Background: an optimization exercise with open tools, aiming at small area, a short achievable clock period and few clock cycles. Do not read the settings as production practice. In this exercise RTL edits were held to simulation tests only and were not proved equivalent to the original. Power figures rest on the tool's default switching activity, not on a simulated workload.

==> design.v <==
module level_lut_remapper (
    input  wire        clk,
    input  wire        rst,
    input  wire        cmd_valid,
    output wire        cmd_ready,
    input  wire [63:0] cmd_data,
    output reg         rsp_valid,
    output wire [63:0] rsp_data,
    output reg         mem_valid,
    output reg         mem_we,
    output wire [31:0] mem_addr,
    output reg  [3:0]  mem_wstrb,
    output reg  [31:0] mem_wdata,
    input  wire        mem_ready,
    input  wire [31:0] mem_rdata
);
    wire [7:0]  c_op  = cmd_data[63:56];
    wire [7:0]  c_reg = cmd_data[55:48];
    wire [31:0] c_imm = cmd_data[31:0];
    wire        z_nz  = |cmd_data[47:32];
    wire        rg_nz = |c_reg;
    wire        imm_hi_nz = |c_imm[31:8];
    wire        imm_nz    = imm_hi_nz | (|c_imm[7:0]);
    wire op_wr  = (c_op == 8'h01);
    wire op_rd  = (c_op == 8'h02);
    wire op_lut = (c_op == 8'h03);
    wire op_bld = (c_op == 8'h04);
    wire op_lv  = (c_op == 8'h10);
    wire op_up  = (c_op == 8'h11);
    wire c_legal = !z_nz && (op_wr || (op_rd && !imm_nz) ||
                             (op_lut && !rg_nz && !imm_hi_nz) ||
                             ((op_bld || op_lv || op_up) && !rg_nz && !imm_nz));
    wire reg_known = (c_reg[7:5] == 3'd0) &&
                     (c_reg[4] ? (c_reg[3:0] <= 4'd13) : (c_reg[3:0] <= 4'd12));
    wire ok_lvp = !(|c_imm[31:17]) && !(c_imm[16] && (|c_imm[15:0]));    
    wire ok_fmt = !(|c_imm[31:2]);
    wire ok_16  = !(|c_imm[31:16]);
    wire ok_sh  = !(|c_imm[31:4]);
    wire ok_sw  = !(|c_imm[31:1]);
    reg range_bad;
    always @(*) begin
        case (c_reg)
            8'h00, 8'h01, 8'h02, 8'h03: range_bad = !ok_lvp;
            8'h08:                      range_bad = !ok_fmt;
            8'h10, 8'h13, 8'h14:        range_bad = !ok_16;
            8'h11:                      range_bad = !ok_sh;
            8'h12:                      range_bad = !ok_sw;
            default:                    range_bad = 1'b0;
        endcase
    end
    reg         idle;
    wire        acc   = cmd_valid && idle;
    wire        wbase = acc && op_wr && !z_nz;
    wire [31:0] wdat = rst ? 32'd0 : c_imm;
    reg  [31:0] wok;
    always @(*) begin
        wok = 32'hFFFFFFFF;
        wok[5'h00] = ok_lvp; wok[5'h01] = ok_lvp; wok[5'h02] = ok_lvp; wok[5'h03] = ok_lvp;
        wok[5'h08] = ok_fmt;
        wok[5'h10] = ok_16;  wok[5'h13] = ok_16;  wok[5'h14] = ok_16;
        wok[5'h11] = ok_sh;
        wok[5'h12] = ok_sw;
    end
    wire [31:0] wen;
    genvar gi;
    generate
        for (gi = 0; gi < 32; gi = gi + 1) begin : g_wen
            assign wen[gi] = rst || (wbase && (c_reg == gi) && wok[gi]);
        end
    endgenerate
    reg [16:0] lv_a, lv_b, lv_p, lv_q;
    reg [31:0] lv_w, lv_h, lv_is, lv_os;
    reg [1:0]  lv_fmt;
    reg [31:0] lv_sb, lv_ss, lv_db, lv_ds;
    reg [15:0] up_off;
    reg [3:0]  up_sh;
    reg        up_swap;
    reg [15:0] up_lm, up_cm;
    reg [31:0] up_w, up_h, up_is, up_os, up_lay;
    reg        w3bad;
    reg [31:0] up_sb, up_ss, up_db, up_ds;
    always @(posedge clk) begin
        if (wen[5'h00]) lv_a    <= wdat[16:0];
        if (wen[5'h01]) lv_b    <= wdat[16:0];
        if (wen[5'h02]) lv_p    <= wdat[16:0];
        if (wen[5'h03]) lv_q    <= wdat[16:0];
        if (wen[5'h04]) lv_w    <= wdat;
        if (wen[5'h05]) lv_h    <= wdat;
        if (wen[5'h06]) lv_is   <= wdat;
        if (wen[5'h07]) lv_os   <= wdat;
        if (wen[5'h08]) lv_fmt  <= wdat[1:0];
        if (wen[5'h09]) lv_sb   <= wdat;
        if (wen[5'h0A]) lv_ss   <= wdat;
        if (wen[5'h0B]) lv_db   <= wdat;
        if (wen[5'h0C]) lv_ds   <= wdat;
        if (wen[5'h10]) up_off  <= wdat[15:0];
        if (wen[5'h11]) up_sh   <= wdat[3:0];
        if (wen[5'h12]) up_swap <= wdat[0];
        if (wen[5'h13]) up_lm   <= wdat[15:0];
        if (wen[5'h14]) up_cm   <= wdat[15:0];
        if (wen[5'h15]) up_w    <= wdat;
        if (wen[5'h15]) w3bad   <= (mod3(wdat) != 2'd0);    
        if (wen[5'h16]) up_h    <= wdat;
        if (wen[5'h17]) up_is   <= wdat;
        if (wen[5'h18]) up_os   <= wdat;
        if (wen[5'h19]) up_lay  <= wdat;
        if (wen[5'h1A]) up_sb   <= wdat;
        if (wen[5'h1B]) up_ss   <= wdat;
        if (wen[5'h1C]) up_db   <= wdat;
        if (wen[5'h1D]) up_ds   <= wdat;
    end
    localparam [3:0] S_VA   = 4'd0;    
    localparam [3:0] S_VB   = 4'd1;    
    localparam [3:0] S_VC   = 4'd2;    
    localparam [3:0] S_VD   = 4'd3;    
    localparam [3:0] S_MUL  = 4'd4;    
    localparam [3:0] S_CHK  = 4'd5;    
    localparam [3:0] S_CHK2 = 4'd6;    
    localparam [3:0] S_RUN  = 4'd7;    
    localparam [3:0] S_LUT  = 4'd8;    
    localparam [3:0] S_LUT1 = 4'd9;    
    localparam [3:0] S_LUT2 = 4'd10;   
    localparam [3:0] S_LUT3 = 4'd11;   
    localparam [3:0] S_RD   = 4'd12;   
    reg [3:0]  st;
    reg        unp;                    
    reg        m_lv, m_tb;             
    reg [4:0]  rsel;                   
    assign cmd_ready = idle;
    reg  [1:0]  rsp_st;
    assign rsp_data = {6'd0, rsp_st, 24'd0, mem_wdata};
    function [7:0] byte255;
        input [16:0] x;
        reg   [8:0]  h;
        reg   [7:0]  l;
        reg          c;
        begin
            h = x[16:8];
            l = x[7:0];
            c = (h > {1'b0, l}) || ((h == {1'b0, l}) && (l != 8'd0));
            h = h - {8'd0, c};
            byte255 = h[7:0];
        end
    endfunction
    reg  [7:0]  lo_in, hi_in, lo_out, hi_out;
    reg  [31:0] dm;                    
    reg  [16:0] drem;
    reg  [16:0] dvs;                   
    reg  [5:0]  dcnt;
    reg  [1:0]  dph;                   
    reg         dbusy;
    reg         neg;                   
    reg  [17:0] dx, dy;
    always @(*) begin
        case (dph)
            2'd1:    begin dx = {1'b0, lv_b}; dy = {1'b0, lv_a}; end
            2'd2:    begin dx = {1'b0, lv_q}; dy = {1'b0, lv_p}; end
            2'd3:    begin dx = {1'b0, lv_p}; dy = {1'b0, lv_q}; end
            default: begin dx = {drem, dm[31]}; dy = {1'b0, dvs}; end
        endcase
    end
    wire [18:0] dsub = {1'b0, dx} - {1'b0, dy};
    wire        d_take = !dsub[18];
    wire [31:0] fW  = unp ? up_w  : lv_w;
    wire [31:0] fH  = unp ? up_h  : lv_h;
    wire [31:0] fIS = unp ? up_is : lv_is;
    wire [31:0] fOS = unp ? up_os : lv_os;
    wire [31:0] fSB = unp ? up_sb : lv_sb;
    wire [31:0] fSS = unp ? up_ss : lv_ss;
    wire [31:0] fDB = unp ? up_db : lv_db;
    wire [31:0] fDS = unp ? up_ds : lv_ds;
    reg [31:0] reg_rdval;
    always @(*) begin
        case (rsel)
            5'h00: reg_rdval = {15'd0, lv_a};
            5'h01: reg_rdval = {15'd0, lv_b};
            5'h02: reg_rdval = {15'd0, lv_p};
            5'h03: reg_rdval = {15'd0, lv_q};
            5'h04, 5'h15: reg_rdval = fW;
            5'h05, 5'h16: reg_rdval = fH;
            5'h06, 5'h17: reg_rdval = fIS;
            5'h07, 5'h18: reg_rdval = fOS;
            5'h08: reg_rdval = {30'd0, lv_fmt};
            5'h09, 5'h1A: reg_rdval = fSB;
            5'h0A, 5'h1B: reg_rdval = fSS;
            5'h0B, 5'h1C: reg_rdval = fDB;
            5'h0C, 5'h1D: reg_rdval = fDS;
            5'h10: reg_rdval = {16'd0, up_off};
            5'h11: reg_rdval = {28'd0, up_sh};
            5'h12: reg_rdval = {31'd0, up_swap};
            5'h13: reg_rdval = {16'd0, up_lm};
            5'h14: reg_rdval = {16'd0, up_cm};
            5'h19: reg_rdval = up_lay;
            default: reg_rdval = 32'd0;
        endcase
    end
    function [1:0] m3add;
        input [1:0] a, b;
        begin
            case ({a, b})
                4'b0000: m3add = 2'd0;  4'b0001: m3add = 2'd1;  4'b0010: m3add = 2'd2;
                4'b0100: m3add = 2'd1;  4'b0101: m3add = 2'd2;  4'b0110: m3add = 2'd0;
                4'b1000: m3add = 2'd2;  4'b1001: m3add = 2'd0;  4'b1010: m3add = 2'd1;
                default: m3add = 2'd0;
            endcase
        end
    endfunction
    function [1:0] mod3;
        input [31:0] v;
        integer k;
        reg [1:0] d [0:15];
        begin
            for (k = 0; k < 16; k = k + 1)
                d[k] = (v[2*k +: 2] == 2'd3) ? 2'd0 : v[2*k +: 2];
            for (k = 0; k < 8; k = k + 1) d[k] = m3add(d[2*k], d[2*k+1]);
            for (k = 0; k < 4; k = k + 1) d[k] = m3add(d[2*k], d[2*k+1]);
            for (k = 0; k < 2; k = k + 1) d[k] = m3add(d[2*k], d[2*k+1]);
            mod3 = m3add(d[0], d[1]);
        end
    endfunction
    wire lay_tb = (up_lay == 32'd1);
    wire lay_ib = (up_lay == 32'd2);
    wire e4 = unp && !lay_tb && !lay_ib;
    wire e5 = unp && lay_tb && w3bad;
    wire e6 = (|fIS[1:0]) || (|fOS[1:0]);
    wire e8 = (|fSB[1:0]) || (|fDB[1:0]);
    function [4:0] msb32;
        input [31:0] v;
        integer k;
        begin
            msb32 = 5'd0;
            for (k = 0; k < 32; k = k + 1)
                if (v[k]) msb32 = k[4:0];
        end
    endfunction
    reg  [4:0]  hidx;                 
    reg  [31:0] os_r, od_r;           
    reg         dbl_r, cin_r;         
    reg         hdone, hz;
    reg         ovs, ovd;
    reg         f7, f9, f10, f11;
    reg  [31:0] srow, drow;           
    reg  [29:0] sp, dp;               
    reg  [31:0] pc;                   
    reg  [31:0] rows;                 
    reg         tph;                  
    reg         rd_done;
    reg  [9:0]  thold;                
    reg  [19:0] q0, q1, q2;           
    reg         q0v, q1v, q2v;
    reg  [1:0]  q0t, q1t, q2t;        
    reg  [15:0] sa;                   
    reg         sav;
    reg  [1:0]  sat;
    reg         sa_below, sa_ramp;
    reg  [16:0] sb;                   
    reg         sbv;
    reg  [1:0]  sbt;
    reg         sb_below, sb_ramp;
    reg  [7:0]  sc;                   
    reg         scv;
    reg  [1:0]  sct;
    reg         sc_below, sc_ramp;
    reg  [23:0] pk;                   
    reg  [1:0]  pos;
    reg         wr_eor, wr_eof;
    wire [29:0] acur = mem_we ? dp : sp;    
    wire [29:0] ainc = acur + 30'd1;        
    assign mem_addr = {acur, 2'b00};
    wire adv     = !mem_valid || mem_ready;
    wire rd_fire = mem_valid && !mem_we && mem_ready;
    wire wr_fire = mem_valid && mem_we && mem_ready;
    wire        pc_le2 = (pc[31:2] == 30'd0) && (pc[1:0] != 2'd3);
    wire        w_two  = m_tb ? tph : (pc != 32'd1);
    wire        w_eor  = pc_le2 && (!m_tb || tph);
    wire        w_eof  = w_eor && (rows == 32'd1);
    wire [31:0] pc_dec = pc - ((m_tb && !tph) ? 32'd1 : 32'd2);
    wire [15:0] lh0 = lv_fmt[0] ? {mem_rdata[7:0],   mem_rdata[15:8]}  : mem_rdata[15:0];
    wire [15:0] lh1 = lv_fmt[0] ? {mem_rdata[23:16], mem_rdata[31:24]} : mem_rdata[31:16];
    reg  [19:0] it0, it1;
    always @(*) begin
        if (m_lv) begin
            it0 = {4'd0, lh0};
            it1 = {4'd0, lh1};
        end else if (m_tb) begin
            it0 = tph ? {mem_rdata[9:0], thold} : mem_rdata[19:0];
            it1 = mem_rdata[29:10];
        end else begin
            it0 = {2'd0, mem_rdata[15:8],  2'd0, mem_rdata[7:0]};
            it1 = {2'd0, mem_rdata[31:24], 2'd0, mem_rdata[23:16]};
        end
    end
    wire [1:0]  wtag  = {w_eof, w_eor};
    wire [1:0]  npush = rd_fire ? (w_two ? 2'd2 : 2'd1) : 2'd0;
    wire [1:0]  nrem      = {1'b0, q1v} + {1'b0, q2v};
    wire [2:0]  nq_after  = {1'b0, nrem} + {1'b0, npush};
    wire        rd_done_n = rd_done || (rd_fire && w_eof);
    wire        tph_n     = m_tb && (rd_fire ? !tph : tph);
    wire        need1     = m_tb && !tph_n;
    wire        room      = need1 ? (nq_after <= 3'd3) : (nq_after <= 3'd2);
    wire [15:0] s0  = q0[15:0];
    wire [15:0] u0  = s0 ^ 16'h8000;
    wire        u0z = (u0[7:0] == 8'd0);
    wire [7:0]  idx_sg = u0[15:8] - {7'd0, (u0z && (u0[15:8] != 8'd0))};
    wire        sgn  = lv_fmt[1] && (st != S_LUT);
    wire [7:0]  idx  = sgn ? idx_sg : s0[15:8];
    wire [8:0]  kx   = {1'b0, idx} - {1'b0, lo_in};
    wire        below0 = kx[8];
    wire        ramp0  = (idx < hi_in);
    wire [9:0]  ch_in = up_swap ? q0[19:10] : q0[9:0];
    wire [9:0]  lu_in = up_swap ? q0[9:0]   : q0[19:10];
    wire [15:0] ct    = ({6'd0, ch_in} + up_off) & up_cm;
    wire [15:0] lt    = ({6'd0, lu_in} + up_off) & up_lm;
    wire [15:0] lts   = lt << up_sh;
    wire [15:0] comb  = ct | lts;
    wire [24:0] plo   = sa[7:0] * dm[15:0] + {17'd0, sa[7:0]};
    wire [24:0] phi   = sb[7:0] * dm[31:16] + {16'd0, sb[16:8]};
    wire [7:0]  tq    = sc;
    wire [7:0]  rampv = neg ? (lo_out - tq) : (lo_out + tq);
    wire [7:0]  lvb   = sc_below ? lo_out : (sc_ramp ? rampv : hi_out);
    wire        pv    = m_lv ? scv : sav;
    wire [1:0]  pt    = m_lv ? sct : sat;
    wire [15:0] od    = m_lv ? {8'd0, lvb} : sa;
    wire [2:0]  pos_end  = {1'b0, pos} + (m_lv ? 3'd1 : 3'd2);
    wire        complete = pv && (pos_end[2] || pt[0]);
    wire [7:0]  pb0 = (pos == 2'd0) ? od[7:0] : pk[7:0];
    wire [7:0]  pb1 = (pos == 2'd1) ? od[7:0] : ((pos == 2'd0 && !m_lv) ? od[15:8] : pk[15:8]);
    wire [7:0]  pb2 = (pos == 2'd2) ? od[7:0] : pk[23:16];
    wire [7:0]  pb3 = (pos == 2'd3) ? od[7:0] : od[15:8];
    wire [3:0]  pstrb = pos_end[2] ? 4'b1111 :
                        (pos_end[1:0] == 2'd1) ? 4'b0001 :
                        (pos_end[1:0] == 2'd2) ? 4'b0011 : 4'b0111;
    wire        rd_next = !complete && !rd_done_n && room && !(m_lv && dbusy);
    wire [33:0] s_add  = (dbl_r ? {1'b0, srow, 1'b0} : {2'b0, srow}) + {2'b0, os_r} + {33'd0, cin_r};
    wire [33:0] d_add  = (dbl_r ? {1'b0, drow, 1'b0} : {2'b0, drow}) + {2'b0, od_r} + {33'd0, cin_r};
    wire [4:0]  hnext  = hidx - 5'd1;
    always @(posedge clk) begin
        if (rst) begin
            idle      <= 1'b1;
            st        <= S_VA;
            rsp_valid <= 1'b0;
            mem_valid <= 1'b0;
            mem_we    <= 1'b0;
            dbusy     <= 1'b0;
            dph       <= 2'd0;
            lo_in     <= 8'd0;
            hi_in     <= 8'd0;
            lo_out    <= 8'd0;
            hi_out    <= 8'd0;
            neg       <= 1'b0;
            q0v       <= 1'b0;
            q1v       <= 1'b0;
            q2v       <= 1'b0;
            sav       <= 1'b0;
            sbv       <= 1'b0;
            scv       <= 1'b0;
        end else begin
            rsp_valid <= 1'b0;
            if (dbusy) begin
                case (dph)
                2'd1: begin
                    dvs    <= dsub[16:0];
                    dph    <= 2'd2;
                    lo_in  <= byte255(lv_a);
                    hi_in  <= byte255(lv_b);
                    lo_out <= byte255(lv_p);
                    hi_out <= byte255(lv_q);
                end
                2'd2, 2'd3: begin
                    neg  <= (dph == 2'd3);
                    dm   <= {dsub[7:0], 24'd0};
                    drem <= {8'd0, dsub[16:8]};
                    dcnt <= 6'd0;
                    dph  <= (dph == 2'd2 && !d_take) ? 2'd3 : 2'd0;
                end
                default: begin
                    drem <= d_take ? dsub[16:0] : dx[16:0];
                    dm   <= {dm[30:0], d_take};
                    dcnt <= dcnt + 6'd1;
                    if (dcnt == 6'd31) dbusy <= 1'b0;
                end
                endcase
            end
            if (acc) begin
                rsp_st    <= 2'd0;
                mem_wdata <= 32'd0;
                if (!c_legal) begin
                    rsp_valid <= 1'b1; rsp_st <= 2'd1; mem_wdata <= 32'd1;
                end else if (op_wr) begin
                    rsp_valid <= 1'b1;
                    if (!reg_known) begin
                        rsp_st <= 2'd1; mem_wdata <= 32'd2;
                    end else if (range_bad) begin
                        rsp_st <= 2'd1; mem_wdata <= 32'd3;
                    end else if (c_reg[7:2] == 6'd0) begin
                        dbusy <= 1'b1;
                        dph   <= 2'd1;
                    end
                end else if (op_rd) begin
                    if (!reg_known) begin
                        rsp_valid <= 1'b1; rsp_st <= 2'd1; mem_wdata <= 32'd2;
                    end else begin
                        idle <= 1'b0;
                        st   <= S_RD;
                        rsel <= c_reg[4:0];
                        unp  <= c_reg[4];
                    end
                end else if (op_lut) begin
                    idle     <= 1'b0;
                    st       <= S_LUT;
                    q0[15:8] <= c_imm[7:0];
                end else if (op_bld) begin
                    rsp_valid <= 1'b1;
                end else begin
                    idle <= 1'b0;
                    st   <= S_VA;
                    unp  <= op_up;
                end
            end
            if (!idle) begin
                case (st)
                S_RD: begin
                    rsp_valid <= 1'b1;
                    mem_wdata <= reg_rdval;
                    idle      <= 1'b1;
                end
                S_LUT: begin
                    if (!dbusy || (dph != 2'd1 && (below0 || !ramp0))) begin
                        sa       <= {8'd0, kx[7:0]};
                        sa_below <= below0;
                        sa_ramp  <= ramp0;
                        st       <= S_LUT1;
                    end
                end
                S_LUT1: begin
                    sb       <= {plo[24:16], sa[7:0]};
                    sb_below <= sa_below;
                    sb_ramp  <= sa_ramp;
                    st       <= S_LUT2;
                end
                S_LUT2: begin
                    sc       <= phi[15:8];
                    sc_below <= sb_below;
                    sc_ramp  <= sb_ramp;
                    st       <= S_LUT3;
                end
                S_LUT3: begin
                    rsp_valid <= 1'b1;
                    mem_wdata <= {24'd0, lvb};
                    idle      <= 1'b1;
                end
                S_VA: begin
                    rsp_st <= 2'd1;
                    if (e4 || e5 || e6) begin
                        rsp_valid <= 1'b1;
                        idle      <= 1'b1;
                        mem_wdata <= e4 ? 32'd4 : e5 ? 32'd5 : 32'd6;
                    end else begin
                        srow  <= (unp && lay_tb) ? fIS : {1'b0, fIS[31:1]};
                        drow  <= unp ? {1'b0, fOS[31:1]} : fOS;
                        hidx  <= msb32(fH) - 5'd1;
                        dbl_r <= unp && lay_tb;
                        cin_r <= !(unp && lay_tb);
                        os_r  <= (unp && lay_tb) ? fIS : ~fW;
                        od_r  <= ~fW;
                        st    <= (unp && lay_tb) ? S_VB : S_VC;
                    end
                end
                S_VB: begin
                    srow  <= {1'b0, s_add[33:3]};
                    dbl_r <= 1'b0;
                    cin_r <= 1'b1;
                    os_r  <= ~fW;
                    st    <= S_VC;
                end
                S_VC: begin
                    f7    <= !s_add[32] || !d_add[32];
                    srow  <= fSB;
                    drow  <= fDB;
                    cin_r <= 1'b0;
                    os_r  <= fSS;
                    od_r  <= fDS;
                    st    <= S_VD;
                end
                S_VD: begin
                    rsp_st <= 2'd1;
                    if (f7) begin
                        rsp_valid <= 1'b1; idle <= 1'b1; mem_wdata <= 32'd7;
                    end else if (e8) begin
                        rsp_valid <= 1'b1; idle <= 1'b1; mem_wdata <= 32'd8;
                    end else begin
                        f9    <= (s_add[32] && (|s_add[31:0])) || (d_add[32] && (|d_add[31:0]));
                        srow  <= fIS;
                        drow  <= fOS;
                        ovs   <= 1'b0;
                        ovd   <= 1'b0;
                        hz    <= (fH == 32'd0);
                        hdone <= (fH[31:1] == 31'd0);
                        dbl_r <= 1'b1;
                        os_r  <= fH[hidx] ? fIS : 32'd0;
                        od_r  <= fH[hidx] ? fOS : 32'd0;
                        st    <= S_MUL;
                    end
                end
                S_MUL: begin
                    rsp_st <= 2'd0;
                    if (f9) begin
                        rsp_valid <= 1'b1; idle <= 1'b1; rsp_st <= 2'd1; mem_wdata <= 32'd9;
                    end else if (hz) begin
                        rsp_valid <= 1'b1; idle <= 1'b1;
                    end else if (hdone) begin
                        dbl_r <= 1'b0;
                        os_r  <= ~fSS;
                        od_r  <= ~fDS;
                        st    <= S_CHK;
                    end else begin
                        srow  <= s_add[31:0];
                        drow  <= d_add[31:0];
                        ovs   <= ovs || s_add[33] || s_add[32];
                        ovd   <= ovd || d_add[33] || d_add[32];
                        hidx  <= hnext;
                        if (hidx == 5'd0) begin
                            dbl_r <= 1'b0;
                            os_r  <= ~fSS;
                            od_r  <= ~fDS;
                            st    <= S_CHK;
                        end else begin
                            os_r  <= fH[hnext] ? fIS : 32'd0;
                            od_r  <= fH[hnext] ? fOS : 32'd0;
                        end
                    end
                end
                S_CHK: begin
                    f10  <= ovs || s_add[32];
                    f11  <= ovd || d_add[32];
                    os_r <= fIS;
                    od_r <= fOS;
                    st   <= S_CHK2;
                end
                S_CHK2: begin
                    rsp_st <= 2'd2;
                    if (f10) begin
                        rsp_valid <= 1'b1; idle <= 1'b1; mem_wdata <= 32'd1;
                    end else if (f11) begin
                        rsp_valid <= 1'b1; idle <= 1'b1; mem_wdata <= 32'd2;
                    end else if (fW == 32'd0) begin
                        rsp_valid <= 1'b1; idle <= 1'b1; rsp_st <= 2'd0;
                    end else begin
                        rsp_st  <= 2'd0;
                        st      <= S_RUN;
                        m_lv    <= !unp;
                        m_tb    <= unp && lay_tb;
                        srow    <= fSB;
                        drow    <= fDB;
                        sp      <= fSB[31:2];
                        dp      <= fDB[31:2];
                        pc      <= fW;
                        rows    <= fH;
                        tph     <= 1'b0;
                        rd_done <= 1'b0;
                        q0v     <= 1'b0;
                        q1v     <= 1'b0;
                        q2v     <= 1'b0;
                        sav     <= 1'b0;
                        sbv     <= 1'b0;
                        scv     <= 1'b0;
                        pos     <= 2'd0;
                        mem_valid <= unp || !dbusy;
                        mem_we    <= 1'b0;
                    end
                end
                S_RUN: begin
                    if (adv) begin
                        if (rd_fire) begin
                            if (w_eor && !w_eof) begin
                                srow <= s_add[31:0];
                                sp   <= s_add[31:2];
                                pc   <= fW;
                                rows <= rows - 32'd1;
                            end else begin
                                sp <= ainc;
                                pc <= pc_dec;
                            end
                            if (m_tb) begin
                                tph <= !tph && !w_eor;
                                if (!tph) thold <= mem_rdata[29:20];
                            end
                        end
                        rd_done <= rd_done_n;
                        if (q2v) begin
                            q0  <= q1;  q0t <= q1t;  q0v <= 1'b1;
                            q1  <= q2;  q1t <= q2t;  q1v <= 1'b1;
                            q2  <= it0; q2t <= w_two ? 2'b00 : wtag;
                            q2v <= (npush != 2'd0);
                        end else if (q1v) begin
                            q0  <= q1;  q0t <= q1t;  q0v <= 1'b1;
                            q1  <= it0; q1t <= w_two ? 2'b00 : wtag;
                            q1v <= (npush != 2'd0);
                            q2  <= it1; q2t <= wtag;
                            q2v <= (npush == 2'd2);
                        end else begin
                            q0  <= it0; q0t <= w_two ? 2'b00 : wtag;
                            q0v <= (npush != 2'd0);
                            q1  <= it1; q1t <= wtag;
                            q1v <= (npush == 2'd2);
                            q2v <= 1'b0;
                        end
                        sav      <= q0v;
                        sat      <= q0t;
                        sa       <= m_lv ? {8'd0, kx[7:0]} : comb;
                        sa_below <= below0;
                        sa_ramp  <= ramp0;
                        sbv      <= sav;
                        sbt      <= sat;
                        sb       <= {plo[24:16], sa[7:0]};
                        sb_below <= sa_below;
                        sb_ramp  <= sa_ramp;
                        scv      <= sbv;
                        sct      <= sbt;
                        sc       <= phi[15:8];
                        sc_below <= sb_below;
                        sc_ramp  <= sb_ramp;
                        if (pv) begin
                            if (complete) begin
                                mem_wdata <= {pb3, pb2, pb1, pb0};
                                mem_wstrb <= pstrb;
                                wr_eor    <= pt[0];
                                wr_eof    <= pt[1];
                                pos       <= 2'd0;
                            end else begin
                                pk  <= {pb2, pb1, pb0};
                                pos <= pos_end[1:0];
                            end
                        end
                        if (wr_fire) begin
                            if (wr_eor) begin
                                drow <= d_add[31:0];
                                dp   <= d_add[31:2];
                            end else
                                dp <= ainc;
                            if (wr_eof) begin
                                rsp_valid <= 1'b1;
                                rsp_st    <= 2'd0;
                                mem_wdata <= 32'd0;
                                idle      <= 1'b1;
                            end
                        end
                        mem_valid <= complete || rd_next;
                        mem_we    <= complete;
                    end
                end
                default: ;
                endcase
            end
        end
    end
endmodule
==> run.sh <==
#!/bin/bash
# synth_recipe.tcl (not shown) runs the flow's synth.tcl, then flattens the netlist and writes it again
# the make line also repeats each setting of config.mk as NAME=value (left out here)
make -C /OpenROAD-flow-scripts/flow DESIGN_CONFIG=/design/flow/config.mk WORK_HOME=/design/flow/orfs CLKGATE_MAP_FILE= SYNTH_SCRIPT=/design/flow/synth_recipe.tcl finish
==> config.mk <==
export PLATFORM = sky130hd
export DESIGN_NAME = level_lut_remapper
export DESIGN_NICKNAME = level_lut_remapper
export VERILOG_FILES = /design/flow/design.v
export SDC_FILE = /design/flow/constraint.sdc
export NUM_CORES = 4
export LEC_CHECK = 0
export CAP_MARGIN = 20
export CORE_MARGIN = 2
export CORE_UTILIZATION = 40
export CTS_BUF_LIST = sky130_fd_sc_hd__clkbuf_8
export PLACE_DENSITY = 0.55
export SLEW_MARGIN = 20
==> constraint.sdc <==
create_clock -name core_clock -period 12.0 [get_ports {clk}]
set_input_delay 2.4000 -clock core_clock [delete_from_list [all_inputs] [get_ports {clk}]]
set_output_delay 2.4000 -clock core_clock [all_outputs]
set_load 0.01 [all_outputs]
==> results.py, run 1 <==
metrics = {
    "status": {
        "outcome": "timing/DRC/antenna clean",
    },
    "floorplanning": {
        "floorplan.initialDensity": 0.403,
        "top_level_ports": 236,
        "dieWidth_um": 447,
        "core_area_um2": 195000,
        "die-height_um": 447,
        "die-area_um2": 200000,
        "std_cell_rows": 162,
    },
    "logic_synthesis": {
        "netlist_instances": 7250,
        "netlist.top_cell.by_area": "sky130_fd_sc_hd__edfxtp_1",
        "post_synth_num_cell_types": 105,
        "synth-seq-area-share": 0.475,
        "synth_async_sr_flop_share": 0,
        "average_instance_area_after_synthesis_um2": 10.8,
        "share_of_the_synthesized_area_in_the_top_cell_type": 0.462,
        "mapped_cell_area_um2": 78700,
        "yosys-top-cells-area": "sky130_fd_sc_hd__edfxtp_1 (46%), sky130_fd_sc_hd__fa_1 (4.3%), sky130_fd_sc_hd__ha_1 (4.3%), sky130_fd_sc_hd__mux2i_1 (4.3%), sky130_fd_sc_hd__mux2_2 (3.5%)",
        "most_instantiated_library_cell_after_synthesis": "sky130_fd_sc_hd__edfxtp_1",
        "synth_flop_cell": "sky130_fd_sc_hd__edfxtp_1",
        "ys_seq_elements": 1261,
        "synth.yosys.warnings": 2,
        "edff_count_synth": 1211,
        "synthTopCellsByCount": "sky130_fd_sc_hd__edfxtp_1 (1211), sky130_fd_sc_hd__nand2_1 (579), sky130_fd_sc_hd__nor2_1 (539)",
    },
    "finish": {
        "instances_no_fill": 10271,
        "post_route_cells_drive_above_1_share": 0.126,
        "num-nets-final": 7997,
        "area_growth_pct": 12.5,
    },
    "timing": {
        "worstMarginPinSlew_ps": 1290,
        "slew_violations": 0,
        "finalWorstPathRequiredPeriod_ps": 6840,
        "fin_worst_skew_ps": 84.8,
        "setup_viol_count_final": 0,
        "worst_hold_slack_ps": 418,
        "layout_worst_path_cycle_share": 0.570,
        "finalHoldViolCount": 0,
        "fin_setup_tns_ps": 0,
        "max-slew-margin-rel": 0.138,
        "grt_setup_unrepaired": "no",
        "fmax_ghz": 0.146,
    },
    "detailed_routing": {
        "detailedRoute.firstIterationViolations": 9366,
        "drt-pass1-iter-count": 9,
        "num_vias": 63818,
        "drt-wirelength-per-cell_um": 31.4,
        "drt-vias-per-instance": 6.21,
        "route.detailed.drc": 0,
        "ant_nets_after_route": 0,
        "wirelength_routed_um": 322000,
    },
    "critical_path": {
        "critical_path.max_fanout": 44,
        "critical_path_required_ps": 12760,
        "crit_path_end_kind": "flop",
        "worst-endpoint-arrival_ps": 7600,
        "timing_worst_setup_path_type": "primary input to flop",
        "crit_path_start_kind": "primary input",
    },
    "global_routing": {
        "grt-busiest-layer": "met2",
        "grt.met3_usage": 0.105,
        "gr-usage-met1": 0.432,
        "first_global_vias": 59920,
        "track_usage": 0.316,
        "grt-ovfl-total": 0,
        "grt_first_pass_wirelength_um": 451000,
        "grt_use_met2": 0.445,
        "antenna_found_initial": 36,
        "maximum_number_of_pins_on_one_net_before_global_route_repair": 125,
    },
    "power_and_ir_drop": {
        "power_total_w": 0.0106,
        "internal_power_w": 0.00742,
        "combPwrFrac": 0.132,
        "power.clock.fraction": 0.371,
        "cellLeakagePower_nw": 31.8,
        "vdd_drop_max_uv": 116,
        "seqPwrFrac": 0.497,
        "p_sw_frac": 0.297,
        "total_switching_power_w": 0.00313,
        "power_density_nw_per_um2": 119,
    },
    "cts": {
        "tritoncts_clock_tree": "done",
        "clkSlewWorstSetupHoldPaths_ps": 70,
        "post_cts_resized": 0,
        "numClockSinks": 1261,
        "post_cts_setup_inserts": 0,
        "clkLatencyLatePin_ps": 1060,
        "cts-root-buf": "sky130_fd_sc_hd__clkbuf_8",
        "cts_hold_repair.buffers": 0,
        "cts_htree_levels": 4,
        "tritoncts.num_buffers": 220,
        "cts.path.max_buffers": 3,
    },
    "worst_hold_path": {
        "hold_class": "flop to flop",
    },
    "job": {
        "max_cap_viol_count": 0,
    },
    "placed_design": {
        "gp_routability_congestion": 1.01,
        "io_buffers": 202,
        "place.detailed.hpwl_um": 236000,
        "post-place-cells": 9856,
    },
}
## worst max-delay path, stage by stage
cell,delay [ps]
sky130_fd_sc_hd__buf_4,210
sky130_fd_sc_hd__inv_4,170
sky130_fd_sc_hd__buf_4,660
sky130_fd_sc_hd__nand2_1,170
sky130_fd_sc_hd__inv_1,890
sky130_fd_sc_hd__ha_1,410
sky130_fd_sc_hd__nor3_1,170
sky130_fd_sc_hd__o21ai_0,120
sky130_fd_sc_hd__o311ai_0,240
sky130_fd_sc_hd__nor2b_1,160
sky130_fd_sc_hd__a32oi_1,510
sky130_fd_sc_hd__nand2_1,180
sky130_fd_sc_hd__o311a_1,380
sky130_fd_sc_hd__nand4_2,150
sky130_fd_sc_hd__nor3_1,80
sky130_fd_sc_hd__o31a_1,300
sky130_fd_sc_hd__a2111oi_0,350
## power by group through the flow
stage	combinational, W	sequential [W]	clock, W
after floorplan	0.000741	0.00523	0
after global placement	0.00132	0.00532	0
after detailed placement	0.00133	0.00532	0
after CTS	0.00133	0.00523	0.00395
after global routing	0.00145	0.00525	0.00413
final	0.00139	0.00525	0.00391
## metrics by stage
| step | setup WS (ps) | cell area (um^2) | utilization |
|---|---|---|---|
| 6_report | 5160 | 88500 | 0.453 |
| 5_1_grt | 4630 | 88500 | 0.453 |
| 4_1_cts | 5260 | 88400 | 0.453 |
| 3_5_place_dp | 4160 | 84200 | 0.431 |
| 3_3_place_gp | 4230 | 84200 | 0.431 |
| 2_1_floorplan | 4150 | 78800 | - |
## path summary, 6_finish.rpt
check	start	end	slack, ps	depth (start not counted)
worst max-delay path	rst	w3bad$_DFFE_PP_	5160	17
worst min-delay path	sb_ramp$_DFFE_PP_	sc_ramp$_DFFE_PP_	420	0
worst min register to register	sb_ramp$_DFFE_PP_	sc_ramp$_DFFE_PP_	420	0
worst max register to register	unp$_DFFE_PP_	os_r[11]$_DFFE_PP_	5400	11
## cell usage in the layout (no fill, tap or decap), types with 107 or more instances in the layout
cell type / count
sky130_fd_sc_hd__edfxtp_1: 1211
sky130_fd_sc_hd__nand2_1: 572
sky130_fd_sc_hd__nor2_1: 530
sky130_fd_sc_hd__inv_1: 495
sky130_fd_sc_hd__a21oi_1: 486
sky130_fd_sc_hd__o21ai_0: 350
sky130_fd_sc_hd__mux2i_1: 312
sky130_fd_sc_hd__ha_1: 271
sky130_fd_sc_hd__mux2_2: 241
sky130_fd_sc_hd__clkbuf_8: 230
sky130_fd_sc_hd__buf_4: 218
sky130_fd_sc_hd__clkdlybuf4s50_1: 201
sky130_fd_sc_hd__fa_1: 170
sky130_fd_sc_hd__and2_1: 139
sky130_fd_sc_hd__xnor2_1: 137
sky130_fd_sc_hd__a211oi_1: 136
sky130_fd_sc_hd__o22ai_1: 128
sky130_fd_sc_hd__nor2b_1: 107
## routing by layer
layer / up-vias / routed length (um)
met5: - / 316
li1: 27544 / -
met3: 729 / 40300
met2: 3810 / 133000
met1: 31713 / 132000
met4: 22 / 17100
## final cells by class
class	instances	area, um^2
fillers	18264	107000
clock inverters	174	1060
well taps	2624	3280
repair buffers	423	3700
clock buffers	230	3170
inverters	419	1580
multi-input cells	5131	38300
diodes	9	22.5
flip-flops and latches	1261	37400
## cells by family after synthesis
group	count (synthesis)	share of synthesized area
AOI/OAI and AO/OA	1841	0.155
muxes	626	0.0913
buffers and inverters	889	0.0468
other	2	0.0000955
xor gates and xnor gates	237	0.0264
adders and majority gates	441	0.0864
and+or+nand+nor	1953	0.119
DFF	1261	0.475
Testbench counts, summed over its fixed seeds: cycles 23,688.
==> run 2: changes to the inputs <==
--- a/design.v
+++ b/design.v
@@ -80,6 +80,12 @@
     reg        w3bad;
     reg [31:0] up_sb, up_ss, up_db, up_ds;
     always @(posedge clk) begin
+        if (rst)
+            w3bad <= 1'b0;
+        else if (wbase && (c_reg == 8'h15))
+            w3bad <= (mod3(c_imm) != 2'd0);
+    end
+    always @(posedge clk) begin
         if (wen[5'h00]) lv_a    <= wdat[16:0];
         if (wen[5'h01]) lv_b    <= wdat[16:0];
         if (wen[5'h02]) lv_p    <= wdat[16:0];
@@ -99,7 +105,6 @@
         if (wen[5'h13]) up_lm   <= wdat[15:0];
         if (wen[5'h14]) up_cm   <= wdat[15:0];
         if (wen[5'h15]) up_w    <= wdat;
-        if (wen[5'h15]) w3bad   <= (mod3(wdat) != 2'd0);    
         if (wen[5'h16]) up_h    <= wdat;
         if (wen[5'h17]) up_is   <= wdat;
         if (wen[5'h18]) up_os   <= wdat;
@@ -238,7 +243,8 @@
     reg         dbl_r, cin_r;         
     reg         hdone, hz;
     reg         ovs, ovd;
-    reg         f7, f9, f10, f11;
+    reg         f7, f10, f11;
+    reg  [3:0]  f9v;                  
     reg  [31:0] srow, drow;           
     reg  [29:0] sp, dp;               
     reg  [31:0] pc;                   
@@ -489,7 +495,7 @@
                     end else if (e8) begin
                         rsp_valid <= 1'b1; idle <= 1'b1; mem_wdata <= 32'd8;
                     end else begin
-                        f9    <= (s_add[32] && (|s_add[31:0])) || (d_add[32] && (|d_add[31:0]));
+                        f9v   <= {s_add[32], |s_add[31:0], d_add[32], |d_add[31:0]};
                         srow  <= fIS;
                         drow  <= fOS;
                         ovs   <= 1'b0;
@@ -504,7 +510,7 @@
                 end
                 S_MUL: begin
                     rsp_st <= 2'd0;
-                    if (f9) begin
+                    if ((f9v[3] && f9v[2]) || (f9v[1] && f9v[0])) begin
                         rsp_valid <= 1'b1; idle <= 1'b1; rsp_st <= 2'd1; mem_wdata <= 32'd9;
                     end else if (hz) begin
                         rsp_valid <= 1'b1; idle <= 1'b1;
--- a/config.mk
+++ b/config.mk
@@ -8,6 +8,5 @@
 export CAP_MARGIN = 20
 export CORE_MARGIN = 2
 export CORE_UTILIZATION = 40
-export CTS_BUF_LIST = sky130_fd_sc_hd__clkbuf_8
 export PLACE_DENSITY = 0.55
 export SLEW_MARGIN = 20
==> run 2 against run 1 <==
- global-route usage up 0.23 points
- critical path depth down 8
- via count down 0.76%
- flip-flop and latch count up 3
- core utilization up 0.35 points
- die area up 0.13%
- sequential share of layout area down 0.23 points
- combinational power down 22%
- clock skew down 46 ps
- wire length up 0.77%
- final cell count down 0.45%
- first-iteration DRC count up 9.1%
==> results.py, run 2 <==
metrics = {
    "critical_path": {
        "worst_r2r_endpoint": "od_r[30]$_DFFE_PP_",
        "worst-endpoint-arrival_ps": 6520,
        "regToRegSetupSlack_ps": 6020,
        "critical_path.max_fanout": 32,
        "timing.reg2reg.worst_path_depth": 11,
        "crit_path_start_kind": "primary input",
        "worstReg2RegStart": "unp$_DFFE_PP_",
        "critical_path_required_ps": 12450,
        "timing_worst_setup_path_type": "primary input to flop",
        "crit_path_end_kind": "flop",
    },
    "timing": {
        "worstMarginPinSlew_ps": 1320,
        "finalHoldViolCount": 0,
        "fin_worst_skew_ps": 39.3,
        "setup_viol_count_final": 0,
        "max-slew-margin-rel": 0.0922,
        "fin_setup_tns_ps": 0,
        "grt_setup_unrepaired": "no",
        "finalWorstPathRequiredPeriod_ps": 6080,
        "fmax_ghz": 0.165,
        "slew_violations": 0,
        "layout_worst_path_cycle_share": 0.506,
    },
    "logic_synthesis": {
        "synthTopCellsByCount": "sky130_fd_sc_hd__edfxtp_1 (1213), sky130_fd_sc_hd__nand2_1 (614), sky130_fd_sc_hd__nor2_1 (597)",
        "yosys-top-cells-area": "sky130_fd_sc_hd__edfxtp_1 (46%), sky130_fd_sc_hd__ha_1 (4.4%), sky130_fd_sc_hd__fa_1 (4.3%), sky130_fd_sc_hd__mux2i_1 (4.3%), sky130_fd_sc_hd__mux2_2 (3.5%)",
        "synth_async_sr_flop_share": 0,
        "ys_seq_elements": 1264,
        "synth-seq-area-share": 0.475,
        "synth_flop_cell": "sky130_fd_sc_hd__edfxtp_1",
        "average_instance_area_after_synthesis_um2": 10.7,
        "synth.yosys.warnings": 2,
        "mapped_cell_area_um2": 78800,
        "share_of_the_synthesized_area_in_the_top_cell_type": 0.462,
        "post_synth_num_cell_types": 95,
        "edff_count_synth": 1213,
        "netlist.top_cell.by_area": "sky130_fd_sc_hd__edfxtp_1",
        "netlist_instances": 7346,
        "most_instantiated_library_cell_after_synthesis": "sky130_fd_sc_hd__edfxtp_1",
    },
    "detailed_routing": {
        "detailedRoute.firstIterationViolations": 10216,
        "num_vias": 63336,
        "route.detailed.drc": 0,
        "ant_nets_after_route": 0,
        "drt-pass1-iter-count": 12,
        "drt-wirelength-per-cell_um": 31.8,
        "wirelength_routed_um": 325000,
        "drt-vias-per-instance": 6.19,
    },
    "floorplanning": {
        "std_cell_rows": 162,
        "core_area_um2": 195000,
        "dieWidth_um": 448,
        "die-area_um2": 200000,
        "floorplan.initialDensity": 0.403,
        "die-height_um": 448,
        "top_level_ports": 236,
    },
    "power_and_ir_drop": {
        "vdd_drop_max_uv": 136,
        "combPwrFrac": 0.100,
        "internal_power_w": 0.00801,
        "power_density_nw_per_um2": 122,
        "p_sw_frac": 0.263,
        "seqPwrFrac": 0.479,
        "power_total_w": 0.0109,
        "cellLeakagePower_nw": 31.5,
        "power.clock.fraction": 0.421,
        "total_switching_power_w": 0.00286,
    },
    "worst_hold_path": {
        "hold_path_depth": 0,
        "timing.hold.worst.start": "sa_ramp$_DFFE_PP_",
        "hold_class": "flop to flop",
        "min_delay_worst_endpoint": "sb_ramp$_DFFE_PP_",
    },
    "finish": {
        "post_route_cells_drive_above_1_share": 0.113,
        "n_fill_cell": 18085,
        "num-nets-final": 8020,
        "layout.cells.most_common_list": "sky130_fd_sc_hd__edfxtp_1 (1213), sky130_fd_sc_hd__nand2_1 (607), sky130_fd_sc_hd__nor2_1 (576)",
        "area_growth_pct": 13.2,
        "most_common_library_cell_in_the_layout_ignoring_fill_and_taps": "sky130_fd_sc_hd__edfxtp_1",
        "finalCoreUtilization": 0.457,
        "multiInputGateArea_um2": 38400,
        "area.sequential_um2": 37500,
    },
    "cts": {
        "numClockSinks": 1264,
        "cts.path.max_buffers": 3,
        "cts_hold_repair.buffers": 0,
        "clkSlewWorstSetupHoldPaths_ps": 60,
        "post_cts_resized": 0,
        "tritoncts_clock_tree": "done",
        "clkLatencyLatePin_ps": 850,
        "cts-root-buf": "sky130_fd_sc_hd__clkbuf_16",
        "tritoncts.num_buffers": 148,
        "cts_htree_levels": 4,
        "post_cts_setup_inserts": 0,
    },
    "placed_design": {
        "place.detailed.hpwl_um": 242000,
        "gp_routability_congestion": 1.03,
        "io_buffers": 202,
    },
    "global_routing": {
        "antenna_found_initial": 45,
        "grt_first_pass_wirelength_um": 450000,
        "grt-ovfl-total": 0,
        "track_usage": 0.318,
        "first_global_vias": 58743,
        "maximum_number_of_pins_on_one_net_before_global_route_repair": 120,
    },
    "job": {
        "max_cap_viol_count": 0,
    },
    "status": {
        "outcome": "timing/DRC/antenna clean",
    },
}
run 2: changes by cell type in the layout (fill, tap and decap cells not counted), moves of 34 or more:
| cell | delta |
|---|---|
| sky130_fd_sc_hd__inv_1 | -78 |
| sky130_fd_sc_hd__nand2_1 | +35 |
| sky130_fd_sc_hd__xnor2_1 | +34 |
| sky130_fd_sc_hd__clkbuf_16 | +150 |
| sky130_fd_sc_hd__clkbuf_8 | -230 |
| sky130_fd_sc_hd__o22ai_1 | +36 |
| sky130_fd_sc_hd__nor2_1 | +46 |
run 2: how the worst max path moves through the flow:
stage                       from             endpoint  depth (start not counted)
global route        cmd_data[61]  lv_is[16]$_DFFE_PP_                          9
CTS                 cmd_data[61]    up_h[8]$_DFFE_PP_                          9
detailed placement  cmd_data[61]    up_h[3]$_DFFE_PP_                          9
finish              cmd_data[61]  lv_os[29]$_DFFE_PP_                          9
global placement    cmd_data[61]  lv_is[30]$_DFFE_PP_                          9
floorplan           cmd_data[61]   up_ds[0]$_DFFE_PP_                          6
run 2: area by class of cell:
cell class | instances | area share
Antenna cell | 11 | 0.000309
Clock buffer | 177 | 0.0432
Clock inverter | 92 | 0.0110
Inverter | 425 | 0.0179
Multi-Input combinational cell | 5225 | 0.430
Sequential cell | 1264 | 0.420
Tap cell | 2624 | 0.0368
Timing Repair Buffer | 407 | 0.0405
run 2: metrics by stage:
step | instance area, um^2 | hold slack, ps | setup slack (ps) | cells
floorplan | 78900 | 400 | 4250 | 7377
global placement | 84200 | 401 | 5080 | 9940
detailed placement | 84200 | 405 | 5150 | 9942
CTS | 89000 | 418 | 6010 | 10211
global route | 89200 | 425 | 5690 | 10219
finish | 89200 | 420 | 5920 | 10225
run 2: routing by layer:
metal,wire [um],GRT usage,vias up
met1,139000,0.455,31541
met5,269,0.00488,-
met2,131000,0.438,3731
li1,-,-,27497
met4,12400,0.115,22
met3,42700,0.114,545
run 2: cell families (layout without fill, tap and decap cells):
family	Yosys count	count (layout)	synth area share
xor gates and xnor gates	254	254	0.0282
other	2	44	0.0000954
buffers and inverters	888	1101	0.0458
AOI/OAI and AO/OA	1824	1824	0.150
DFF	1264	1264	0.475
adders and majority gates	449	449	0.0875
muxes	630	630	0.0913
and+or+nand+nor	2035	2035	0.122
run 2: power by group through the flow:
stage	logic (W)	clock network (W)	registers, W
6_report	0.00109	0.00457	0.00521
5_1_grt	0.00113	0.00478	0.00522
4_1_cts	0.00103	0.00461	0.00520
3_5_place_dp	0.00103	0	0.00529
3_3_place_gp	0.00102	0	0.00529
2_1_floorplan	0.000545	0	0.00521
run 2: worst max-delay path, cell delays in order:
cell	delay, ps
sky130_fd_sc_hd__clkdlybuf4s50_1	390
sky130_fd_sc_hd__or4_1	700
sky130_fd_sc_hd__nor3_1	510
sky130_fd_sc_hd__nand2_1	210
sky130_fd_sc_hd__nor3_1	370
sky130_fd_sc_hd__nand3_1	250
sky130_fd_sc_hd__nor3b_1	590
sky130_fd_sc_hd__nand3_1	190
sky130_fd_sc_hd__nand2_2	840
Testbench counts of run 2, summed over its fixed seeds: cycles 23,688.
==> run 3: changes to the inputs <==
--- a/config.mk
+++ b/config.mk
@@ -8,5 +8,6 @@
 export CAP_MARGIN = 20
 export CORE_MARGIN = 2
 export CORE_UTILIZATION = 40
+export CTS_BUF_LIST = sky130_fd_sc_hd__clkbuf_8
 export PLACE_DENSITY = 0.55
 export SLEW_MARGIN = 20
==> run 3 against run 2 <==
- flip-flop and latch count unchanged
- non-clock buffer count increased by 2
- die area unchanged
- critical path depth increased by 7
- global-route usage increased by 0.097 points
- clock skew increased by 30 ps
- hold slack about the same
- clock power decreased by 11%
- maximum frequency increased by 2.7%
- design area decreased by 0.39%
==> results.py, run 3 <==
metrics = {
    "status": {
        "outcome": "timing/DRC/antenna clean",
    },
    "detailed_routing": {
        "wirelength_routed_um": 326000,
        "drt-wirelength-per-cell_um": 31.5,
        "drt-vias-per-instance": 6.17,
        "route.detailed.drc": 0,
        "num_vias": 63946,
        "detailedRoute.firstIterationViolations": 9899,
        "ant_nets_after_route": 0,
        "drt-pass1-iter-count": 9,
    },
    "logic_synthesis": {
        "share_of_the_synthesized_area_in_the_top_cell_type": 0.462,
        "yosys-top-cells-area": "sky130_fd_sc_hd__edfxtp_1 (46%), sky130_fd_sc_hd__ha_1 (4.4%), sky130_fd_sc_hd__fa_1 (4.3%), sky130_fd_sc_hd__mux2i_1 (4.3%), sky130_fd_sc_hd__mux2_2 (3.5%)",
        "edff_count_synth": 1213,
        "average_instance_area_after_synthesis_um2": 10.7,
        "synth_async_sr_flop_share": 0,
        "netlist.top_cell.by_area": "sky130_fd_sc_hd__edfxtp_1",
        "mapped_cell_area_um2": 78800,
        "post_synth_num_cell_types": 95,
        "synth_flop_cell": "sky130_fd_sc_hd__edfxtp_1",
        "ys_seq_elements": 1264,
        "synthTopCellsByCount": "sky130_fd_sc_hd__edfxtp_1 (1213), sky130_fd_sc_hd__nand2_1 (614), sky130_fd_sc_hd__nor2_1 (597)",
        "synth.yosys.warnings": 2,
        "synth-seq-area-share": 0.475,
        "most_instantiated_library_cell_after_synthesis": "sky130_fd_sc_hd__edfxtp_1",
        "netlist_instances": 7346,
    },
    "cts": {
        "tritoncts.num_buffers": 218,
        "cts_hold_repair.buffers": 0,
        "clkLatencyLatePin_ps": 1040,
        "numClockSinks": 1264,
        "tritoncts_clock_tree": "done",
        "cts-root-buf": "sky130_fd_sc_hd__clkbuf_8",
        "cts_htree_levels": 4,
        "clkSlewWorstSetupHoldPaths_ps": 70,
        "post_cts_setup_inserts": 0,
        "cts.path.max_buffers": 3,
        "post_cts_resized": 0,
    },
    "finish": {
        "num-nets-final": 8092,
        "instances_no_fill": 10368,
        "finalCoreUtilization": 0.455,
        "post_route_cells_drive_above_1_share": 0.122,
        "layout.cells.most_common_list": "sky130_fd_sc_hd__edfxtp_1 (1213), sky130_fd_sc_hd__nand2_1 (607), sky130_fd_sc_hd__nor2_1 (576)",
        "most_common_library_cell_in_the_layout_ignoring_fill_and_taps": "sky130_fd_sc_hd__edfxtp_1",
        "n_fill_cell": 18244,
        "area_growth_pct": 12.8,
    },
    "timing": {
        "setup_viol_count_final": 0,
        "slew_violations": 0,
        "grt_setup_unrepaired": "no",
        "fin_setup_tns_ps": 0,
        "finalHoldViolCount": 0,
        "worst_slack_ps": 6080,
        "fin_worst_skew_ps": 69.1,
        "max-slew-margin-rel": 0.0868,
        "finalWorstPathRequiredPeriod_ps": 5920,
        "fmax_ghz": 0.169,
        "worstMarginPinSlew_ps": 1330,
        "layout_worst_path_cycle_share": 0.493,
    },
    "floorplanning": {
        "die-area_um2": 200000,
        "floorplan.initialDensity": 0.403,
        "dieWidth_um": 448,
        "core_area_um2": 195000,
        "std_cell_rows": 162,
        "top_level_ports": 236,
        "die-height_um": 448,
    },
    "critical_path": {
        "worst_r2r_endpoint": "f9v[0]$_DFFE_PP_",
        "critPathSlowestCell": "sky130_fd_sc_hd__buf_4",
        "crit_buf_inv": 2,
        "regToRegSetupSlack_ps": 6080,
        "cp_common_cell": "sky130_fd_sc_hd__or4_1",
        "crit_path_start_kind": "flop",
        "critical_path_required_ps": 12750,
        "worst-endpoint-arrival_ps": 6660,
        "cp_top_family": "simple AND/OR/NAND/NOR gates",
        "timing.reg2reg.worst_path_depth": 16,
        "timing_worst_setup_path_type": "flop to flop",
        "critical_path.max_fanout": 67,
        "worstReg2RegStart": "dbl_r$_DFFE_PP_",
        "crit_chain": "buf_4 -> nor2b_1 -> fa_1 -> inv_1 -> fa_1 -> nor2b_4 -> o21ai_0 -> a21oi_2 -> or4b_1 -> or4_1 -> or3_1 -> or4_1 -> nor4b_2 -> nand4b_1 -> or4_1 -> or4_1",
        "crit_path_end_kind": "flop",
        "crit_startpoint": "dbl_r$_DFFE_PP_",
        "max_stage_delay_ps": 700,
    },
    "power_and_ir_drop": {
        "power_density_nw_per_um2": 117,
        "vdd_drop_max_uv": 110,
        "cellLeakagePower_nw": 31.7,
    },
    "worst_hold_path": {
        "hold_class": "flop to flop",
        "timing.hold.worst.start": "sbt[1]$_DFFE_PP_",
        "min_delay_worst_endpoint": "sct[1]$_DFFE_PP_",
        "hold_path_depth": 0,
    },
    "job": {
        "max_cap_viol_count": 0,
    },
    "global_routing": {
        "first_global_vias": 59379,
        "track_usage": 0.319,
        "antenna_found_initial": 49,
        "grt-ovfl-total": 0,
        "maximum_number_of_pins_on_one_net_before_global_route_repair": 120,
        "grt_first_pass_wirelength_um": 452000,
    },
    "placed_design": {
        "io_buffers": 202,
        "place.detailed.hpwl_um": 242000,
        "place_ws_ps": 5150,
        "gp_routability_congestion": 1.03,
        "post-place-cells": 9942,
    },
}
[run 3: changes by cell type in the layout (fill, tap and decap cells not counted), moves of 6 or more]
cell	delta
sky130_fd_sc_hd__inv_1	+69
sky130_fd_sc_hd__clkbuf_1	-27
sky130_fd_sc_hd__clkinv_2	+6
sky130_fd_sc_hd__clkinv_4	-6
sky130_fd_sc_hd__clkbuf_8	+232
sky130_fd_sc_hd__clkbuf_16	-150
sky130_fd_sc_hd__clkinv_1	+18
[run 3: worst max path at each step]
stage,end,slack [ps],cells past startpoint
6_report,f9v[0]$_DFFE_PP_,6080,16
5_1_grt,sb[16]$_DFFE_PP_,5850,18
4_1_cts,sa[5]$_DFFE_PP_,6050,17
3_5_place_dp,up_h[3]$_DFFE_PP_,5150,9
3_3_place_gp,lv_is[30]$_DFFE_PP_,5080,9
2_1_floorplan,up_ds[0]$_DFFE_PP_,4250,6
[run 3: logic make-up after synthesis]
family	synth area share
simple gates	0.122
compound gates	0.150
flops	0.475
buf+inv	0.0458
mux	0.0913
fa+ha+maj	0.0875
xor+xnor	0.0282
other cells	0.0000954
[run 3: final cells by class]
cell class | instances | area [um^2] | share of cell area
diodes | 12 | 30.0 | 0.000338
clock buffers | 232 | 3190 | 0.0359
clock inverters | 177 | 1230 | 0.0138
inverters | 425 | 1600 | 0.0180
multi-input cells | 5225 | 38400 | 0.432
flip-flops and latches | 1264 | 37500 | 0.422
well taps | 2624 | 3280 | 0.0370
repair buffers | 409 | 3670 | 0.0413
[run 3: metrics by stage]
stage,area (um^2),hold slack (ps),total power (W)
finish,88800,420,0.0104
global route,88800,428,0.0107
CTS,88600,421,0.0104
detailed placement,84200,405,0.00632
global placement,84200,401,0.00631
floorplan,78900,400,0.00576
[run 3: layer usage]
layer | vias to the layer above | global-route usage | wire (um)
met2 | 3955 | 0.439 | 131000
met3 | 613 | 0.117 | 43500
met4 | 22 | 0.118 | 13300
met1 | 31648 | 0.453 | 138000
met5 | - | 0 | 138
li1 | 27708 | - | -
[run 3: power breakdown]
group	internal (W)	leakage [nW]	switching, W	total (W)
Combinational	0.000342	17.4	0.000751	0.00109
Clock	0.00211	2.51	0.00196	0.00407
Sequential	0.00505	11.8	0.000158	0.00521
Total	0.00750	31.7	0.00287	0.0104
==> run 4: changes to the inputs <==
--- a/config.mk
+++ b/config.mk
@@ -7,7 +7,7 @@
 export LEC_CHECK = 0
 export CAP_MARGIN = 20
 export CORE_MARGIN = 2
-export CORE_UTILIZATION = 40
+export CORE_UTILIZATION = 50
 export CTS_BUF_LIST = sky130_fd_sc_hd__clkbuf_8
-export PLACE_DENSITY = 0.55
+export PLACE_DENSITY = 0.65
 export SLEW_MARGIN = 20
==> run 4 against run 3 <==
- synthesized area stayed put
- design area decreased by 1.1%
- wire length shrank 4.5%
- setup slack lost 320 ps
- maximum frequency decreased by 5.2%
- core utilization increased by 11 points
- critical path type unchanged
- critical endpoint is now os_r[1]$_DFFE_PP_
- largest power group unchanged
==> results.py, run 4 <==
metrics = {
    "detailed_routing": {
        "drt-wirelength-per-cell_um": 31.8,
        "drt-pass1-iter-count": 10,
        "num_vias": 64354,
        "ant_nets_after_route": 0,
        "drt-vias-per-instance": 6.58,
        "detailedRoute.firstIterationViolations": 10398,
        "route.detailed.drc": 0,
        "wirelength_routed_um": 311000,
    },
    "placed_design": {
        "io_buffers": 202,
        "gp_routability_congestion": 1.04,
        "place.detailed.hpwl_um": 231000,
    },
    "finish": {
        "area_growth_pct": 11.6,
        "most_common_library_cell_in_the_layout_ignoring_fill_and_taps": "sky130_fd_sc_hd__edfxtp_1",
        "layout.cells.most_common_list": "sky130_fd_sc_hd__edfxtp_1 (1213), sky130_fd_sc_hd__nand2_1 (610), sky130_fd_sc_hd__nor2_1 (577)",
        "n_fill_cell": 13464,
        "post_route_cells_drive_above_1_share": 0.118,
        "finalCoreUtilization": 0.562,
        "num-nets-final": 8066,
    },
    "logic_synthesis": {
        "share_of_the_synthesized_area_in_the_top_cell_type": 0.462,
        "yosys-mux-area-fraction": 0.0913,
        "yosys-top-cells-area": "sky130_fd_sc_hd__edfxtp_1 (46%), sky130_fd_sc_hd__ha_1 (4.4%), sky130_fd_sc_hd__fa_1 (4.3%), sky130_fd_sc_hd__mux2i_1 (4.3%), sky130_fd_sc_hd__mux2_2 (3.5%)",
        "edff_count_synth": 1213,
        "largest_family_of_logic_cells_by_synthesized_area": "compound AO/OA/AOI/OAI gates",
        "mapped_cell_area_um2": 78800,
        "synth-seq-area-share": 0.475,
        "netlist.top_cell.by_area": "sky130_fd_sc_hd__edfxtp_1",
        "yosys.area_share.adder": 0.0875,
        "synth.yosys.warnings": 2,
        "average_instance_area_after_synthesis_um2": 10.7,
        "synth_xor_area_frac": 0.0282,
        "netlist_instances": 7346,
        "most_instantiated_library_cell_after_synthesis": "sky130_fd_sc_hd__edfxtp_1",
        "synthTopCellsByCount": "sky130_fd_sc_hd__edfxtp_1 (1213), sky130_fd_sc_hd__nand2_1 (614), sky130_fd_sc_hd__nor2_1 (597)",
        "synth-compound-area-share": 0.150,
        "synth_flop_cell": "sky130_fd_sc_hd__edfxtp_1",
        "post_synth_num_cell_types": 95,
        "synth_async_sr_flop_share": 0,
        "synth_simple_gate_area_share": 0.122,
        "ys_seq_elements": 1264,
    },
    "floorplanning": {
        "core_area_um2": 156000,
        "std_cell_rows": 145,
        "die-area_um2": 161000,
        "floorplan.initialDensity": 0.504,
        "die-height_um": 401,
        "top_level_ports": 236,
        "dieWidth_um": 401,
    },
    "global_routing": {
        "grt-ovfl-total": 0,
        "track_usage": 0.378,
        "antenna_found_initial": 43,
        "first_global_vias": 59342,
        "grt_first_pass_wirelength_um": 435000,
        "maximum_number_of_pins_on_one_net_before_global_route_repair": 87,
    },
    "timing": {
        "finalHoldViolCount": 0,
        "fmax_ghz": 0.160,
        "grt_setup_unrepaired": "no",
        "max-slew-margin-rel": 0.0708,
        "finalWorstPathRequiredPeriod_ps": 6240,
        "setup_viol_count_final": 0,
        "worstMarginPinSlew_ps": 1360,
        "fin_worst_skew_ps": 60.3,
        "slew_violations": 0,
        "layout_worst_path_cycle_share": 0.520,
        "fin_setup_tns_ps": 0,
    },
    "critical_path": {
        "worstReg2RegStart": "unp$_DFFE_PP_",
        "timing.reg2reg.worst_path_depth": 15,
        "timing_worst_setup_path_type": "flop to flop",
        "crit_startpoint": "unp$_DFFE_PP_",
        "critical_path_required_ps": 12680,
        "worst-endpoint-arrival_ps": 6920,
        "critical_path.max_fanout": 86,
        "worst_r2r_endpoint": "os_r[1]$_DFFE_PP_",
        "crit_path_end_kind": "flop",
        "crit_path_start_kind": "flop",
        "regToRegSetupSlack_ps": 5760,
    },
    "power_and_ir_drop": {
        "vdd_drop_max_uv": 112,
        "combPwrFrac": 0.105,
        "seqPwrFrac": 0.508,
        "power.clock.fraction": 0.387,
        "p_sw_frac": 0.276,
        "total_switching_power_w": 0.00283,
        "internal_power_w": 0.00743,
        "cellLeakagePower_nw": 31.5,
        "power_density_nw_per_um2": 117,
    },
    "cts": {
        "cts_htree_levels": 4,
        "cts_hold_repair.buffers": 0,
        "cts-root-buf": "sky130_fd_sc_hd__clkbuf_8",
        "post_cts_setup_inserts": 0,
        "cts.path.max_buffers": 3,
        "numClockSinks": 1264,
        "post_cts_resized": 0,
        "tritoncts.num_buffers": 216,
        "tritoncts_clock_tree": "done",
        "clkSlewWorstSetupHoldPaths_ps": 70,
        "clkLatencyLatePin_ps": 1010,
    },
    "worst_hold_path": {
        "timing.hold.worst.start": "sbt[1]$_DFFE_PP_",
        "hold_class": "flop to flop",
        "hold_path_depth": 0,
        "min_delay_worst_endpoint": "sct[1]$_DFFE_PP_",
    },
    "status": {
        "outcome": "timing/DRC/antenna clean",
    },
    "job": {
        "max_cap_viol_count": 0,
    },
}
==> run 4: worst max-delay path by stage <==
stage                      endpoint
2_1_floorplan    up_ds[0]$_DFFE_PP_
3_3_place_gp   up_lay[25]$_DFFE_PP_
3_5_place_dp      up_h[2]$_DFFE_PP_
4_1_cts           up_h[6]$_DFFE_PP_
5_1_grt            sb[16]$_DFFE_PP_
6_report          os_r[1]$_DFFE_PP_
==> run 4: per-stage QoR <==
stage | cells | instance area (um^2) | power [W] | hold slack (ps) | worst slack [ps]
finish | 9778 | 87900 | 0.0103 | 421 | 5760
global route | 9759 | 87800 | 0.0105 | 427 | 5640
CTS | 9751 | 87700 | 0.0102 | 420 | 5960
detailed placement | 9354 | 83400 | 0.00630 | 407 | 4930
global placement | 9350 | 83300 | 0.00628 | 402 | 4960
floorplan | 7377 | 78900 | 0.00576 | 400 | 4250
==> run 4: routing by layer <==
| metal | track usage | wire (um) |
|---|---|---|
| met1 | 0.551 | 130000 |
| met2 | 0.501 | 121000 |
| met3 | 0.149 | 47700 |
| met4 | 0.140 | 13300 |
| met5 | 0 | 276 |
==> run 4: cells by family (layout without fill, tap and decap cells) <==
group / count (synthesis) / count (layout)
buf+inv: 888 / 1207
xor+xnor: 254 / 254
flops: 1264 / 1264
fa+ha+maj: 449 / 449
other cells: 2 / 57
mux: 630 / 630
compound gates: 1824 / 1824
simple gates: 2035 / 2035
==> run 4: final cells by class <==
type	instances	area, um^2	area share
antenna	24	60.1	0.000683
multi-input combinational	5225	38400	0.437
timing repair buffer	385	3450	0.0392
inverter	425	1600	0.0182
clock inverter	176	1260	0.0144
tap	2058	2570	0.0293
sequential	1264	37500	0.426
clock buffer	221	3040	0.0346
==> run 4: power groups by stage <==
stage | logic (W) | clock network (W) | registers [W]
global route | 0.00112 | 0.00418 | 0.00522
global placement | 0.000996 | 0 | 0.00528
detailed placement | 0.00101 | 0 | 0.00529
CTS | 0.00101 | 0.00399 | 0.00520
finish | 0.00108 | 0.00397 | 0.00521
floorplan | 0.000545 | 0 | 0.00521
==> run 4: worst max-delay path: stages, from the launching register on <==
cell                       delay [ps]
sky130_fd_sc_hd__edfxtp_1         330
sky130_fd_sc_hd__buf_4            690
sky130_fd_sc_hd__buf_12           540
sky130_fd_sc_hd__buf_4            780
sky130_fd_sc_hd__mux2i_1          170
sky130_fd_sc_hd__buf_4            260
sky130_fd_sc_hd__mux4_2           470
sky130_fd_sc_hd__mux4_2           470
sky130_fd_sc_hd__nand2b_1          80
sky130_fd_sc_hd__nand3_1          130
sky130_fd_sc_hd__nand2_2          110
sky130_fd_sc_hd__buf_4            450
sky130_fd_sc_hd__inv_2             40
sky130_fd_sc_hd__buf_4            320
sky130_fd_sc_hd__o221a_2          360
sky130_fd_sc_hd__mux2i_1          600

[separate check: timing with driven ports]
How much do the figures lean on ideal ports? The routed layouts below were timed once more, with nothing changed but the port constraints.
Step 1 (the two cells are an assumption about what drives the block):
set clk [get_ports {clk}]
set_driving_cell -lib_cell sky130_fd_sc_hd__clkbuf_16 $clk
set_driving_cell -lib_cell sky130_fd_sc_hd__buf_2 [delete_from_list [all_inputs] $clk]
Step 2 moves the port delays by t, midway between the first and last clock arrival at a register: inputs arrive t later, outputs are due t later. That takes back most of the time a late clock gives input paths.
Slacks: ideal / step 1 / step 2; pairs: ideal / step 1.
run	shift t [ns]	setup slack, ns	worst setup path at the end	pins driven straight from the clock port
run 1	1.100	5.156 / 5.213 / 4.113	input to register	1
run 2	0.908	5.924 / 5.981 / 5.073	input to register	1
run 3	1.082	6.082 / 6.082 / 5.071	input to register	1
run 4	1.052	5.760 / 5.760 / 4.870	input to register	1
After both steps every run listed still meets setup and hold. For run 1, which loses most, drivers alone change the setup slack by +0.057 ns; drivers and shift together by -1.043 ns.
